Source: an optimization exercise on an open RTL-to-GDS flow (aim: small area). Production flows keep margins and buffers that such runs may drop.
RTL that was checked went through simulation tests only; none was proved equivalent to the original.

## hacodec
module hacodec (
    input  wire       clk,
    input  wire       rst,
    input  wire       in_valid,
    output wire       in_ready,
    input  wire [7:0] in_data,
    input  wire       in_last,
    output wire       out_valid,
    input  wire       out_ready,
    output reg  [7:0] out_data,
    output wire       out_last
);
    function bcd_ok;
        input [7:0] b;
        bcd_ok = !(b[7] && (b[6] || b[5])) && !(b[3] && (b[2] || b[1]));
    endfunction
    function [11:0] div10;
        input [3:0] c;
        input [7:0] x;
        reg   [4:0] t;
        reg   [3:0] rr;
        reg   [7:0] qq;
        integer     b;
        begin
            rr = c;
            for (b = 7; b >= 0; b = b - 1) begin
                t = {rr, x[b]};
                if (t >= 5'd10) begin
                    qq[b] = 1'b1;
                    rr    = t - 5'd10;
                end else begin
                    qq[b] = 1'b0;
                    rr    = t[3:0];
                end
            end
            div10 = {rr, qq};
        end
    endfunction
  ...
Size: ~960 cells after synthesis, ~200 flip-flops, about 24 I/O pins, roughly 8100 sq um of cells after synthesis.
export LEC_CHECK = 0
export ABC_AREA = 1
export CAP_MARGIN = 20
export CORE_MARGIN = 2
export CORE_UTILIZATION = 40
export CTS_CLUSTER_DIAMETER = 80
export CTS_CLUSTER_SIZE = 25
export SLEW_MARGIN = 20
create_clock -name core_clock -period 12.0 [get_ports {clk}]
standard.sh (not shown) runs the stock make flow with config.mk's settings and CLKGATE_MAP_FILE= SYNTH_SCRIPT=/design/flow/synth_recipe.tcl, a recipe that flattens the netlist after the stock synthesis.
==> flow/flow/run.sh <==
#!/bin/bash
# Own layout flow: the standard flow (standard.sh), except that synthesis maps the
# logic with an area-oriented ABC script (flow/abc.script) and without full-adder
# extraction, and the port buffers are the smallest buffer. Registers and their names are exactly those of the standard synthesis.
set -euo pipefail
W=$(cd "$(dirname "${BASH_SOURCE[0]}")/.." && pwd)
cd "$W"
export FLOW_ABC_SCRIPT="$W/flow/abc.script"
cat flow/abc_proc.tcl synth_recipe.tcl > "$W/area_synth.tcl"
bash standard.sh synth SYNTH_SCRIPT="$W/area_synth.tcl" ADDER_MAP_FILE= > "$W/synth.log" 2>&1
bash standard.sh finish SYNTH_SCRIPT="$W/area_synth.tcl" ADDER_MAP_FILE= BUFFER_PORTS_ARGS="-buffer_cell sky130_fd_sc_hd__buf_1" > "$W/layout.log" 2>&1
test -f "$W/out/final.def"
==> flow/flow/abc.script <==
strash
dch -f
amap
strash
dch -f
amap
strash
dch -f
amap
strash
dch -f
amap
strash
dch -f
amap
topo
==> flow/flow/abc_proc.tcl <==
# Area-oriented technology mapping: ORFS's synthesis calls abc with its own script;
# this wrapper swaps in flow/abc.script and leaves every other argument as it is.
proc abc {args} {
  set i [lsearch -exact $args -script]
  if {$i >= 0} {
    set args [lreplace $args $i [expr {$i + 1}] -script $::env(FLOW_ABC_SCRIPT)]
  }
  yosys abc {*}$args
}
Change:
--- a/flow/design.v
+++ b/flow/design.v
@@ -40,16 +40,15 @@
         input [3:0] c;
         input [7:0] x;
         mul10 = {1'b0, x, 3'b000} + {3'b000, x, 1'b0} + {8'd0, c};
     endfunction
     reg  [7:0] r [0:19];
     reg  [3:0] pk;                     
     reg        pb;                     
-    reg        fb;                     
-    wire       inB = pb ^ fb;          
+    wire       inB = pb;               
     wire [7:0] cur = r[19];
     wire [7:0] nxt = r[18];
     wire [7:0] nn  = r[17];
     wire [7:0] oth = r[9];             
     reg  [3:0] flen;
     reg        fatal;
     reg  [2:0] err;
@@ -57,15 +56,15 @@
     reg  [2:0] pc;                     
     reg  [3:0] i;                      
     reg  [5:0] op;                     
     reg  [7:0] rem;                    
     reg        ovf;                    
     reg        e_op;                   
     reg        e_ill;                  
-    reg  [3:0] c;                      
+    wire [3:0] c = rem[3:0];           
     localparam [5:0] C_BCDDEC = 6'o00, C_BCDENC = 6'o01, C_ADRENC = 6'o10,
                      C_ADRDEC = 6'o11, C_CMDENC = 6'o20, C_CMDDEC = 6'o21,
                      C_FBUILD = 6'o30, C_FLOAD  = 6'o31, C_FPARSE = 6'o32,
                      C_FREAD  = 6'o33, C_FCLR   = 6'o34, C_TSENC  = 6'o40,
                      C_TSDEC  = 6'o41, C_V16ENC = 6'o42, C_V16DEC = 6'o43,
                      C_TSPUT  = 6'o44, C_TSGET  = 6'o45, C_V16PUT = 6'o46,
                      C_V16GET = 6'o47, C_STATUS = 6'o70, C_BAD    = 6'o77;
@@ -301,21 +300,17 @@
     wire wr = acc && store;
     integer q;
     always @(posedge clk) begin
         r[0] <= wr ? in_data : (pass && wx) ? xd : r[19];
         for (q = 1; q < 20; q = q + 1) r[q] <= r[q - 1];
     end
     always @(posedge clk) begin
-        if (pass && cw) c <= cn;
-    end
-    always @(posedge clk) begin
         if (rst) begin
             pk     <= 4'd0;
             pb     <= 1'b0;
-            fb     <= 1'b0;
             flen   <= 4'd0;
             fatal  <= 1'b0;
             err    <= 3'd0;
             tx     <= 1'b0;
             pc     <= 3'd0;
             i      <= 4'd0;
         end else begin
@@ -339,27 +334,29 @@
                             if (rem == 8'd0) ovf <= 1'b1;
                             else rem <= rem - 8'd1;
                         end
                     end
                     if (in_last) pc <= 3'd1;
                 end
             end else if (pc != 3'd0) begin
+                if (pc == 3'd1 && !lenok) e_ill <= 1'b1;
+                if (pass && cw) rem[3:0] <= cn;
                 if (p1) begin
                     if (chk_op)  e_op  <= 1'b1;
-                    if (chk_ill || !lenok) e_ill <= 1'b1;
+                    if (chk_ill) e_ill <= 1'b1;
                 end
                 if (atB7) begin
                     if (pc == 3'd5) begin
                         pc <= 3'd0;
                         tx <= 1'b1;
                         i  <= 4'd0;
                         if (status == 3'd0) begin
                             case (op)
                                 C_FBUILD, C_FLOAD, C_TSPUT, C_V16PUT: begin
-                                    fb   <= ~fb;
+                                    pb   <= ~pb;
                                     flen <= (op == C_TSPUT) ? 4'd7 :
                                             (op == C_V16PUT) ? 4'd3 : i - 4'd2;
                                 end
                                 C_FCLR: flen <= 4'd0;
                                 default: ;
                             endcase
                         end
Effect:
- final area is about the same
- hold slack stays flat
- cell count shrinks slightly
- wire length rose by a few percent
- synthesized area went down by a few percent
- die area decreases by a few percent
The RTL of the first run of this note was laid out without a check of its function.

separate check: timing with driven ports:
The results above use ideal ports. As a check the final layouts listed here were re-extracted and re-timed, cells and wires unchanged. Step 1 sets driving cells, clkbuf_16 on the clock port and buf_2 on the other inputs (assumed; they add their load-dependent delay and slew). Step 2 also shifts input and output timing later by t, the mid clock arrival at the registers, as if the neighbouring blocks saw the same clock. Three values: no drivers, after step 1, after step 2; two values: the first two.
run	t (ns)	setup slack, ns	slew at the worst register clock pin (ns)
the first run	0.512	2.295 / 2.295 / 2.295	0.09 / 0.09
the second run	0.477	1.595 / 1.595 / 1.595	0.09 / 0.09
After both steps every run listed still meets setup and hold.
